From an optimization exercise on the open Yosys and OpenROAD flow, aimed at small area and few clock cycles; shortcuts taken in it are not production practice. Only simulation tests tie the RTL to the original design; equivalence was not proved. Power figures rest on the tool's default switching activity, not on a simulated workload.

==> inputs of v18 <==
==> flow/design.v <==
module ccbd (
    input  wire        clk,
    input  wire        rst,         
    input  wire        restart,
    input  wire        in_valid,
    input  wire [7:0]  in_data,
    output wire        in_ready,
    input  wire        in_close,
    output reg         frm_valid,
    input  wire        frm_ack,
    output wire [31:0] frm_seq,
    output wire [31:0] frm_len,
    output wire [31:0] frm_wid,
    output wire [31:0] frm_hgt,
    input  wire [7:0]  fb_raddr,
    output wire [7:0]  fb_rdata,
    output reg         rpt_valid,
    output wire [2:0]  rpt_code,
    output wire [7:0]  rpt_byte,
    output wire [2:0]  st,
    output wire [3:0]  status,
    output wire [2:0]  last_err,
    output wire [7:0]  err_byte
);
    localparam [2:0] S_SEEK   = 3'd0,
                     S_HEADER = 3'd1,
                     S_BODY   = 3'd2,
                     S_CLOSED = 3'd4,
                     S_FAULT  = 3'd5;
    localparam [2:0] E_CCE = 3'd1,
                     E_TSE = 3'd2,
                     E_FSM = 3'd3,
                     E_MV  = 3'd5;
    reg  [2:0]  st_r;
    reg  [3:0]  hidx;
    reg  [11:0] wid_r, hgt_r;
    reg  [19:0] hi_r;
    reg         hi_wid;
    reg         hgt_big;
    reg  [8:0]  len_r;
    reg         len_big;
    reg         ph;
    reg  [3:0]  hnib;
    reg  [7:0]  bcnt;
    reg  [7:0]  dcnt;
    reg  [31:0] seq;
    reg  [3:0]  status_r;
    reg  [2:0]  last_err_r;
    reg  [7:0]  err_byte_r;
    reg  [2047:0] ring;
    wire [7:0]  bcnt_rot = {bcnt[6:0], bcnt[7]};
    wire [7:0]  wpos     = dcnt - bcnt_rot;
    wire        wpos_ok  = (wpos[5:0] == 6'd0) || (wpos == 8'hFF);
    wire in_body  = (st_r == S_BODY);
    wire stall    = in_body && ph && !wpos_ok;
    assign in_ready = !st_r[2] && !frm_valid && !stall;
    wire take_byte  = in_valid && in_ready;
    wire take_close = in_close && !in_valid && in_ready;
    wire        len_fits  = !len_big && (!len_r[8] || (len_r[7:0] == 8'd0));
    wire        len_zero  = !len_big && (len_r == 9'd0);
    wire        hgt_hi_nz = hgt_big || (in_data != 8'd0);
    wire        wh_zero   = (!hi_wid && (wid_r == 12'd0)) || (!hgt_hi_nz && (hgt_r == 12'd0));
    wire        wh_small  = !hi_wid && !hgt_hi_nz;
    reg  [12:0] macc;
    reg         mbad;
    reg  [2:0]  mul_h, mul_t;
    always @* begin
        case (hidx[1:0])
            2'd0:    begin mul_h = in_data[2:0];  mul_t = 3'd0;        end
            2'd1:    begin mul_h = hgt_r[5:3];    mul_t = len_r[2:0];  end
            2'd2:    begin mul_h = hgt_r[8:6];    mul_t = len_r[5:3];  end
            default: begin mul_h = hgt_r[11:9];   mul_t = len_r[8:6];  end
        endcase
    end
    wire [15:0] mul_s     = ((hidx[1:0] == 2'd0) ? 16'd0 : {3'd0, macc})
                            + wid_r * mul_h;
    wire        mul_bad   = (mul_s[2:0] != mul_t) || ((hidx[1:0] != 2'd0) && mbad);
    wire        prod_eq   = !mul_bad && (mul_s[15:3] == 13'd0);
    wire        hdr_ok    = len_fits && (wh_small ? prod_eq : (len_zero && wh_zero));
    always @(posedge clk) begin
        if (take_byte && (st_r == S_HEADER)) begin
            macc <= mul_s[15:3];
            mbad <= mul_bad;
        end
    end
    wire        tag_ok    = (in_data[3:0] == 4'hF);
    wire        body_last = ({1'b0, bcnt} + 9'd1 == len_r[8:0]);
    wire        body_wr   = take_byte && in_body && tag_ok && ph;
    wire        body_first = take_byte && in_body && tag_ok && !ph && (bcnt == 8'd0);
    wire [7:0]  wbyte     = {hnib, in_data[7:4]};
    integer i;
    always @(posedge clk) begin
        ring <= {ring[2039:0], ring[2047:2040]};
        if (body_wr) begin
            if (wpos == 8'd0)   ring[7:0]       <= wbyte;
            if (wpos == 8'd64)  ring[519:512]   <= wbyte;
            if (wpos == 8'd128) ring[1031:1024] <= wbyte;
            if (wpos == 8'd192) ring[1543:1536] <= wbyte;
            if (wpos == 8'd255) ring[2047:2040] <= wbyte;
        end
    end
    always @(posedge clk) begin
        if (rst || body_first)
            dcnt <= 8'd0;
        else
            dcnt <= dcnt + 8'd1;
    end
    always @(posedge clk) begin
        rpt_valid <= 1'b0;
        if (rst) begin
            st_r       <= S_SEEK;
            hidx       <= 4'd0;
            ph         <= 1'b0;
            bcnt       <= 8'd0;
            seq        <= 32'd0;
            status_r   <= 4'd0;
            last_err_r <= 3'd0;
            err_byte_r <= 8'd0;
            frm_valid  <= 1'b0;
        end else if (restart) begin
            st_r       <= S_SEEK;
            hidx       <= 4'd0;
            ph         <= 1'b0;
            bcnt       <= 8'd0;
            status_r   <= 4'd0;
            last_err_r <= 3'd0;
            err_byte_r <= 8'd0;
            frm_valid  <= 1'b0;
            if (frm_valid)
                seq <= seq + 32'd1;
        end else if (frm_valid) begin
            if (frm_ack) begin
                frm_valid <= 1'b0;
                seq       <= seq + 32'd1;
            end
        end else if (take_byte) begin
            case (st_r)
                S_SEEK: begin
                    if (in_data == 8'h00) begin
                        st_r <= S_HEADER;
                        hidx <= 4'd0;
                    end else begin
                        status_r[0] <= 1'b1;
                        last_err_r  <= E_MV;
                        err_byte_r  <= in_data;
                        rpt_valid   <= 1'b1;
                    end
                end
                S_HEADER: begin
                    case (hidx)
                        4'd0:  len_r[7:0]   <= in_data;
                        4'd1:  begin
                                   len_r[8] <= in_data[0];
                                   len_big  <= (in_data[7:1] != 7'd0);
                               end
                        4'd2,
                        4'd3:  len_big <= len_big || (in_data != 8'd0);
                        4'd4:  wid_r[7:0]   <= in_data;
                        4'd5:  begin
                                   wid_r[11:8] <= in_data[3:0];
                                   hi_r[3:0]   <= in_data[7:4];
                               end
                        4'd6:  hi_r[11:4]   <= in_data;
                        4'd7:  begin
                                   hi_r[19:12] <= in_data;
                                   hi_wid      <= (hi_r[11:0] != 12'd0) || (in_data != 8'd0);
                               end
                        4'd8:  hgt_r[7:0]   <= in_data;
                        4'd9:  begin
                                   hgt_r[11:8] <= in_data[3:0];
                                   hgt_big     <= (in_data[7:4] != 4'd0);
                                   if (!hi_wid) hi_r[3:0] <= in_data[7:4];
                               end
                        4'd10: begin
                                   hgt_big     <= hgt_big || (in_data != 8'd0);
                                   if (!hi_wid) hi_r[11:4] <= in_data;
                               end
                        default: if (!hi_wid) hi_r[19:12] <= in_data;
                    endcase
                    if (hidx == 4'd11) begin
                        hidx <= 4'd0;
                        if (hdr_ok) begin
                            bcnt <= 8'd0;
                            ph   <= 1'b0;
                            if (len_zero) begin
                                frm_valid <= 1'b1;
                                st_r      <= S_SEEK;
                            end else begin
                                st_r <= S_BODY;
                            end
                        end else begin
                            status_r[1] <= 1'b1;
                            last_err_r  <= E_FSM;
                            err_byte_r  <= 8'd0;
                            rpt_valid   <= 1'b1;
                            st_r        <= S_SEEK;
                        end
                    end else begin
                        hidx <= hidx + 4'd1;
                    end
                end
                S_BODY: begin
                    if (!tag_ok) begin
                        status_r[2] <= 1'b1;
                        last_err_r  <= E_CCE;
                        err_byte_r  <= in_data;
                        rpt_valid   <= 1'b1;
                        st_r        <= S_FAULT;
                    end else if (!ph) begin
                        hnib <= in_data[7:4];
                        ph   <= 1'b1;
                    end else begin
                        bcnt <= bcnt + 8'd1;
                        ph   <= 1'b0;
                        if (body_last) begin
                            frm_valid <= 1'b1;
                            st_r      <= S_SEEK;
                        end
                    end
                end
                default: ;
            endcase
        end else if (take_close) begin
            if (st_r == S_SEEK) begin
                st_r <= S_CLOSED;
            end else begin
                status_r[3] <= 1'b1;
                last_err_r  <= E_TSE;
                err_byte_r  <= 8'd0;
                rpt_valid   <= 1'b1;
                st_r        <= S_FAULT;
            end
        end
    end
    wire [7:0] rpos = dcnt + ~{fb_raddr[6:0], fb_raddr[7]};
    wire [31:0] rsel_lo = 32'd1 << rpos[4:0];
    wire [7:0]  rsel_hi = 8'd1 << rpos[7:5];
    genvar gb, gg, gj;
    generate
        for (gb = 0; gb < 8; gb = gb + 1) begin : g_rbit
            wire [7:0] row;
            for (gg = 0; gg < 8; gg = gg + 1) begin : g_row
                wire [31:0] d;
                for (gj = 0; gj < 32; gj = gj + 1) begin : g_col
                    assign d[gj] = ring[(gg*32+gj)*8 + gb];
                end
                ccbd_ao32 u_row (.d(d), .s(rsel_lo), .y(row[gg]));
            end
            ccbd_ao8 u_col (.d(row), .s(rsel_hi), .y(fb_rdata[gb]));
        end
    endgenerate
    assign frm_seq  = seq;
    assign frm_len  = {23'd0, len_r};
    assign frm_wid  = {hi_wid ? hi_r : 20'd0, wid_r};
    assign frm_hgt  = {hi_wid ? 20'd0 : hi_r, hgt_r};
    assign rpt_code = last_err_r;
    assign rpt_byte = err_byte_r;
    assign st       = st_r;
    assign status   = status_r;
    assign last_err = last_err_r;
    assign err_byte = err_byte_r;
endmodule
module ccbd_ao32 (
    input  wire [31:0] d,
    input  wire [31:0] s,
    output wire        y
);
    wire [11:0] n;
    genvar k;
    generate
        for (k = 0; k < 10; k = k + 1) begin : g_aoi
            ccbd_aoi222 u (.a(d[3*k+2:3*k]), .b(s[3*k+2:3*k]), .y(n[k]));
        end
    endgenerate
    ccbd_nand2  u10 (.a(d[30]), .b(s[30]), .y(n[10]));
    ccbd_nand2  u11 (.a(d[31]), .b(s[31]), .y(n[11]));
    ccbd_nand12 u12 (.a(n), .y(y));
endmodule
module ccbd_ao8 (
    input  wire [7:0] d,
    input  wire [7:0] s,
    output wire       y
);
    wire [3:0] n;
    ccbd_aoi222 u0 (.a(d[2:0]), .b(s[2:0]), .y(n[0]));
    ccbd_aoi222 u1 (.a(d[5:3]), .b(s[5:3]), .y(n[1]));
    ccbd_nand2  u2 (.a(d[6]), .b(s[6]), .y(n[2]));
    ccbd_nand2  u3 (.a(d[7]), .b(s[7]), .y(n[3]));
    ccbd_nand4  u4 (.a(n), .y(y));
endmodule
module ccbd_aoi222 (
    input  wire [2:0] a,
    input  wire [2:0] b,
    output wire       y
);
    assign y = ~((a[0] & b[0]) | (a[1] & b[1]) | (a[2] & b[2]));
endmodule
module ccbd_nand2 (
    input  wire a,
    input  wire b,
    output wire y
);
    assign y = ~(a & b);
endmodule
module ccbd_nand4 (
    input  wire [3:0] a,
    output wire       y
);
    assign y = ~(&a);
endmodule
module ccbd_nand12 (
    input  wire [11:0] a,
    output wire        y
);
    assign y = ~(&a);
endmodule
==> flow/flow/run.sh <==
#!/bin/bash
set -euo pipefail
export BUFFER_PORTS_ARGS="-buffer_cell sky130_fd_sc_hd__buf_1"
export CTS_ARGS="-sink_clustering_enable -repair_clock_nets -dont_use_dummy_load -buf_list sky130_fd_sc_hd__clkbuf_8 -sink_clustering_size 18 -sink_clustering_max_diameter 50"
bash standard.sh finish > standard_flow.log 2>&1
==> flow/standard.sh <==
#!/bin/bash
# synth_recipe.tcl (not shown) runs the flow's synth.tcl, then flattens the netlist and writes it again
# the make line also repeats each setting of config.mk as NAME=value (left out here)
make -C /OpenROAD-flow-scripts/flow DESIGN_CONFIG=/design/flow/config.mk WORK_HOME=/design/flow/orfs CLKGATE_MAP_FILE= SYNTH_SCRIPT=/design/flow/synth_recipe.tcl "${@:-finish}"
==> flow/config.mk <==
export PLATFORM = sky130hd
export DESIGN_NAME = ccbd
export DESIGN_NICKNAME = ccbd
export VERILOG_FILES = /design/flow/design.v
export SDC_FILE = /design/flow/constraint.sdc
export NUM_CORES = 4
export LEC_CHECK = 0
export CAP_MARGIN = 5
export CORE_MARGIN = 2
export CORE_UTILIZATION = 30
export SLEW_MARGIN = 5
export SYNTH_HIERARCHICAL = 1
==> flow/constraint.sdc <==
create_clock -name core_clock -period 12.0 [get_ports {clk}]
set_input_delay 2.4000 -clock core_clock [delete_from_list [all_inputs] [get_ports {clk}]]
set_output_delay 2.4000 -clock core_clock [all_outputs]
set_load 0.01 [all_outputs]
==> v33 (differences from v18) <==
==> flow/flow/run.sh (replaced) <==
#!/bin/bash
set -euo pipefail
export BUFFER_PORTS_ARGS="-buffer_cell sky130_fd_sc_hd__buf_1"
export CTS_ARGS="-sink_clustering_enable -repair_clock_nets -dont_use_dummy_load -buf_list sky130_fd_sc_hd__clkbuf_8 -sink_clustering_size 20 -sink_clustering_max_diameter 40"
bash standard.sh finish > standard_flow.log 2>&1
Settings changed: CORE_UTILIZATION 30 to 40.
==> v38 (differences from v18) <==
--- a/flow/design.v
+++ b/flow/design.v
@@ -34,10 +34,5 @@
     reg  [2:0]  st_r;
     reg  [3:0]  hidx;
-    reg  [11:0] wid_r, hgt_r;
-    reg  [19:0] hi_r;
-    reg         hi_wid;
-    reg         hgt_big;
-    reg  [8:0]  len_r;
-    reg         len_big;
+    reg  [31:0] len_r, wid_r, hgt_r;
     reg         ph;
     reg  [3:0]  hnib;
@@ -57,31 +52,12 @@
     wire take_byte  = in_valid && in_ready;
     wire take_close = in_close && !in_valid && in_ready;
-    wire        len_fits  = !len_big && (!len_r[8] || (len_r[7:0] == 8'd0));
-    wire        len_zero  = !len_big && (len_r == 9'd0);
-    wire        hgt_hi_nz = hgt_big || (in_data != 8'd0);
-    wire        wh_zero   = (!hi_wid && (wid_r == 12'd0)) || (!hgt_hi_nz && (hgt_r == 12'd0));
-    wire        wh_small  = !hi_wid && !hgt_hi_nz;
-    reg  [12:0] macc;
-    reg         mbad;
-    reg  [2:0]  mul_h, mul_t;
-    always @* begin
-        case (hidx[1:0])
-            2'd0:    begin mul_h = in_data[2:0];  mul_t = 3'd0;        end
-            2'd1:    begin mul_h = hgt_r[5:3];    mul_t = len_r[2:0];  end
-            2'd2:    begin mul_h = hgt_r[8:6];    mul_t = len_r[5:3];  end
-            default: begin mul_h = hgt_r[11:9];   mul_t = len_r[8:6];  end
-        endcase
-    end
-    wire [15:0] mul_s     = ((hidx[1:0] == 2'd0) ? 16'd0 : {3'd0, macc})
-                            + wid_r * mul_h;
-    wire        mul_bad   = (mul_s[2:0] != mul_t) || ((hidx[1:0] != 2'd0) && mbad);
-    wire        prod_eq   = !mul_bad && (mul_s[15:3] == 13'd0);
+    wire [31:0] hdr_hgt   = {in_data, hgt_r[23:0]};
+    wire        len_fits  = (len_r[31:9] == 23'd0) && (!len_r[8] || (len_r[7:0] == 8'd0));
+    wire        len_zero  = (len_r == 32'd0);
+    wire        wh_zero   = (wid_r == 32'd0) || (hdr_hgt == 32'd0);
+    wire        wh_small  = (wid_r[31:12] == 20'd0) && (hdr_hgt[31:12] == 20'd0);
+    wire [23:0] prod      = wid_r[11:0] * hgt_r[11:0];
+    wire        prod_eq   = (prod == {12'd0, len_r[8:0], 3'b000});
     wire        hdr_ok    = len_fits && (wh_small ? prod_eq : (len_zero && wh_zero));
-    always @(posedge clk) begin
-        if (take_byte && (st_r == S_HEADER)) begin
-            macc <= mul_s[15:3];
-            mbad <= mul_bad;
-        end
-    end
     wire        tag_ok    = (in_data[3:0] == 4'hF);
     wire        body_last = ({1'b0, bcnt} + 9'd1 == len_r[8:0]);
@@ -150,31 +126,15 @@
                     case (hidx)
                         4'd0:  len_r[7:0]   <= in_data;
-                        4'd1:  begin
-                                   len_r[8] <= in_data[0];
-                                   len_big  <= (in_data[7:1] != 7'd0);
-                               end
-                        4'd2,
-                        4'd3:  len_big <= len_big || (in_data != 8'd0);
+                        4'd1:  len_r[15:8]  <= in_data;
+                        4'd2:  len_r[23:16] <= in_data;
+                        4'd3:  len_r[31:24] <= in_data;
                         4'd4:  wid_r[7:0]   <= in_data;
-                        4'd5:  begin
-                                   wid_r[11:8] <= in_data[3:0];
-                                   hi_r[3:0]   <= in_data[7:4];
-                               end
-                        4'd6:  hi_r[11:4]   <= in_data;
-                        4'd7:  begin
-                                   hi_r[19:12] <= in_data;
-                                   hi_wid      <= (hi_r[11:0] != 12'd0) || (in_data != 8'd0);
-                               end
+                        4'd5:  wid_r[15:8]  <= in_data;
+                        4'd6:  wid_r[23:16] <= in_data;
+                        4'd7:  wid_r[31:24] <= in_data;
                         4'd8:  hgt_r[7:0]   <= in_data;
-                        4'd9:  begin
-                                   hgt_r[11:8] <= in_data[3:0];
-                                   hgt_big     <= (in_data[7:4] != 4'd0);
-                                   if (!hi_wid) hi_r[3:0] <= in_data[7:4];
-                               end
-                        4'd10: begin
-                                   hgt_big     <= hgt_big || (in_data != 8'd0);
-                                   if (!hi_wid) hi_r[11:4] <= in_data;
-                               end
-                        default: if (!hi_wid) hi_r[19:12] <= in_data;
+                        4'd9:  hgt_r[15:8]  <= in_data;
+                        4'd10: hgt_r[23:16] <= in_data;
+                        default: hgt_r[31:24] <= in_data;
                     endcase
                     if (hidx == 4'd11) begin
@@ -234,24 +194,9 @@
     end
     wire [7:0] rpos = dcnt + ~{fb_raddr[6:0], fb_raddr[7]};
-    wire [31:0] rsel_lo = 32'd1 << rpos[4:0];
-    wire [7:0]  rsel_hi = 8'd1 << rpos[7:5];
-    genvar gb, gg, gj;
-    generate
-        for (gb = 0; gb < 8; gb = gb + 1) begin : g_rbit
-            wire [7:0] row;
-            for (gg = 0; gg < 8; gg = gg + 1) begin : g_row
-                wire [31:0] d;
-                for (gj = 0; gj < 32; gj = gj + 1) begin : g_col
-                    assign d[gj] = ring[(gg*32+gj)*8 + gb];
-                end
-                ccbd_ao32 u_row (.d(d), .s(rsel_lo), .y(row[gg]));
-            end
-            ccbd_ao8 u_col (.d(row), .s(rsel_hi), .y(fb_rdata[gb]));
-        end
-    endgenerate
+    assign fb_rdata = ring[rpos*8 +: 8];
     assign frm_seq  = seq;
-    assign frm_len  = {23'd0, len_r};
-    assign frm_wid  = {hi_wid ? hi_r : 20'd0, wid_r};
-    assign frm_hgt  = {hi_wid ? 20'd0 : hi_r, hgt_r};
+    assign frm_len  = len_r;
+    assign frm_wid  = wid_r;
+    assign frm_hgt  = hgt_r;
     assign rpt_code = last_err_r;
     assign rpt_byte = err_byte_r;
@@ -261,56 +206,2 @@
     assign err_byte = err_byte_r;
 endmodule
-module ccbd_ao32 (
-    input  wire [31:0] d,
-    input  wire [31:0] s,
-    output wire        y
-);
-    wire [11:0] n;
-    genvar k;
-    generate
-        for (k = 0; k < 10; k = k + 1) begin : g_aoi
-            ccbd_aoi222 u (.a(d[3*k+2:3*k]), .b(s[3*k+2:3*k]), .y(n[k]));
-        end
-    endgenerate
-    ccbd_nand2  u10 (.a(d[30]), .b(s[30]), .y(n[10]));
-    ccbd_nand2  u11 (.a(d[31]), .b(s[31]), .y(n[11]));
-    ccbd_nand12 u12 (.a(n), .y(y));
-endmodule
-module ccbd_ao8 (
-    input  wire [7:0] d,
-    input  wire [7:0] s,
-    output wire       y
-);
-    wire [3:0] n;
-    ccbd_aoi222 u0 (.a(d[2:0]), .b(s[2:0]), .y(n[0]));
-    ccbd_aoi222 u1 (.a(d[5:3]), .b(s[5:3]), .y(n[1]));
-    ccbd_nand2  u2 (.a(d[6]), .b(s[6]), .y(n[2]));
-    ccbd_nand2  u3 (.a(d[7]), .b(s[7]), .y(n[3]));
-    ccbd_nand4  u4 (.a(n), .y(y));
-endmodule
-module ccbd_aoi222 (
-    input  wire [2:0] a,
-    input  wire [2:0] b,
-    output wire       y
-);
-    assign y = ~((a[0] & b[0]) | (a[1] & b[1]) | (a[2] & b[2]));
-endmodule
-module ccbd_nand2 (
-    input  wire a,
-    input  wire b,
-    output wire y
-);
-    assign y = ~(a & b);
-endmodule
-module ccbd_nand4 (
-    input  wire [3:0] a,
-    output wire       y
-);
-    assign y = ~(&a);
-endmodule
-module ccbd_nand12 (
-    input  wire [11:0] a,
-    output wire        y
-);
-    assign y = ~(&a);
-endmodule
==> flow/run.sh (new file) <==
#!/bin/bash
# synth_recipe.tcl (not shown) runs the flow's synth.tcl, then flattens the netlist and writes it again
# the make line also repeats each setting of config.mk as NAME=value (left out here)
make -C /OpenROAD-flow-scripts/flow DESIGN_CONFIG=/design/flow/config.mk WORK_HOME=/design/flow/orfs CLKGATE_MAP_FILE= SYNTH_SCRIPT=/design/flow/synth_recipe.tcl finish
Settings changed: CAP_MARGIN 5 to 20, CORE_UTILIZATION 30 to 40, SLEW_MARGIN 5 to 20, SYNTH_HIERARCHICAL 1 to not set.
removed: flow/flow/run.sh
removed: flow/standard.sh
==> summary of the runs <==
- Of v38 and v18, v38 has the higher power (gap 35%, measured against v18).
- v33 went through all stages and came out clean. v38 completed with no timing, DRC or antenna violations. v18 finished with timing, DRC and antenna clean.
- The highest combinational power belongs to v38, the lowest to v18.
- Sequential share of layout area: v33 > v18 > v38.
- Of v18 and v38, v18 has the higher clock skew (gap 0.080 ns).
- The highest global-route usage belongs to v33, the lowest to v38.
- In v33 the clock power is larger than in v18, by 12%.
- Against v38, the area after synthesis of v18 is smaller by 15%.
- Between v38 and v18, the lower die area is in v38 (gap 12%, measured against v18).
- Maximum frequency: v18 > v33 > v38.
- The lowest final cell count belongs to v33, the highest to v18.
Testbench counts of v18, summed over its fixed seeds: cycles 38,806.
Testbench counts of v33, summed over its fixed seeds: cycles 38,806.
Testbench counts of v38, summed over its fixed seeds: cycles 38,806.

-- separate check: timing with driven ports --
The results above use ideal ports. As a check the final layouts listed here were re-extracted and re-timed, cells and wires unchanged. Step 1, drivers: a clkbuf_16 drives clk and a buf_2 each remaining input, both assumed. Step 2 moves the port delays by t, midway between the first and last clock arrival at a register: inputs arrive t later, outputs are due t later. That takes back most of the time a late clock gives input paths. Slacks: ideal / step 1 / step 2; pairs: ideal / step 1.
| run | t, ns | setup slack, ns | slew at the worst register clock pin (ns) |
|---|---|---|---|
| v18 | 0.931 | 2.143 / 2.112 / 2.112 | 0.11 / 0.11 |
| v33 | 0.970 | 2.115 / 2.092 / 2.092 | 0.12 / 0.12 |
| v38 | 0.867 | 1.831 / 1.811 / 1.811 | 0.07 / 0.07 |
After both steps setup and hold are still met in every run listed. The setup slack of v18, which loses most, moves by -0.031 ns with the drivers and by -0.031 ns with both steps.
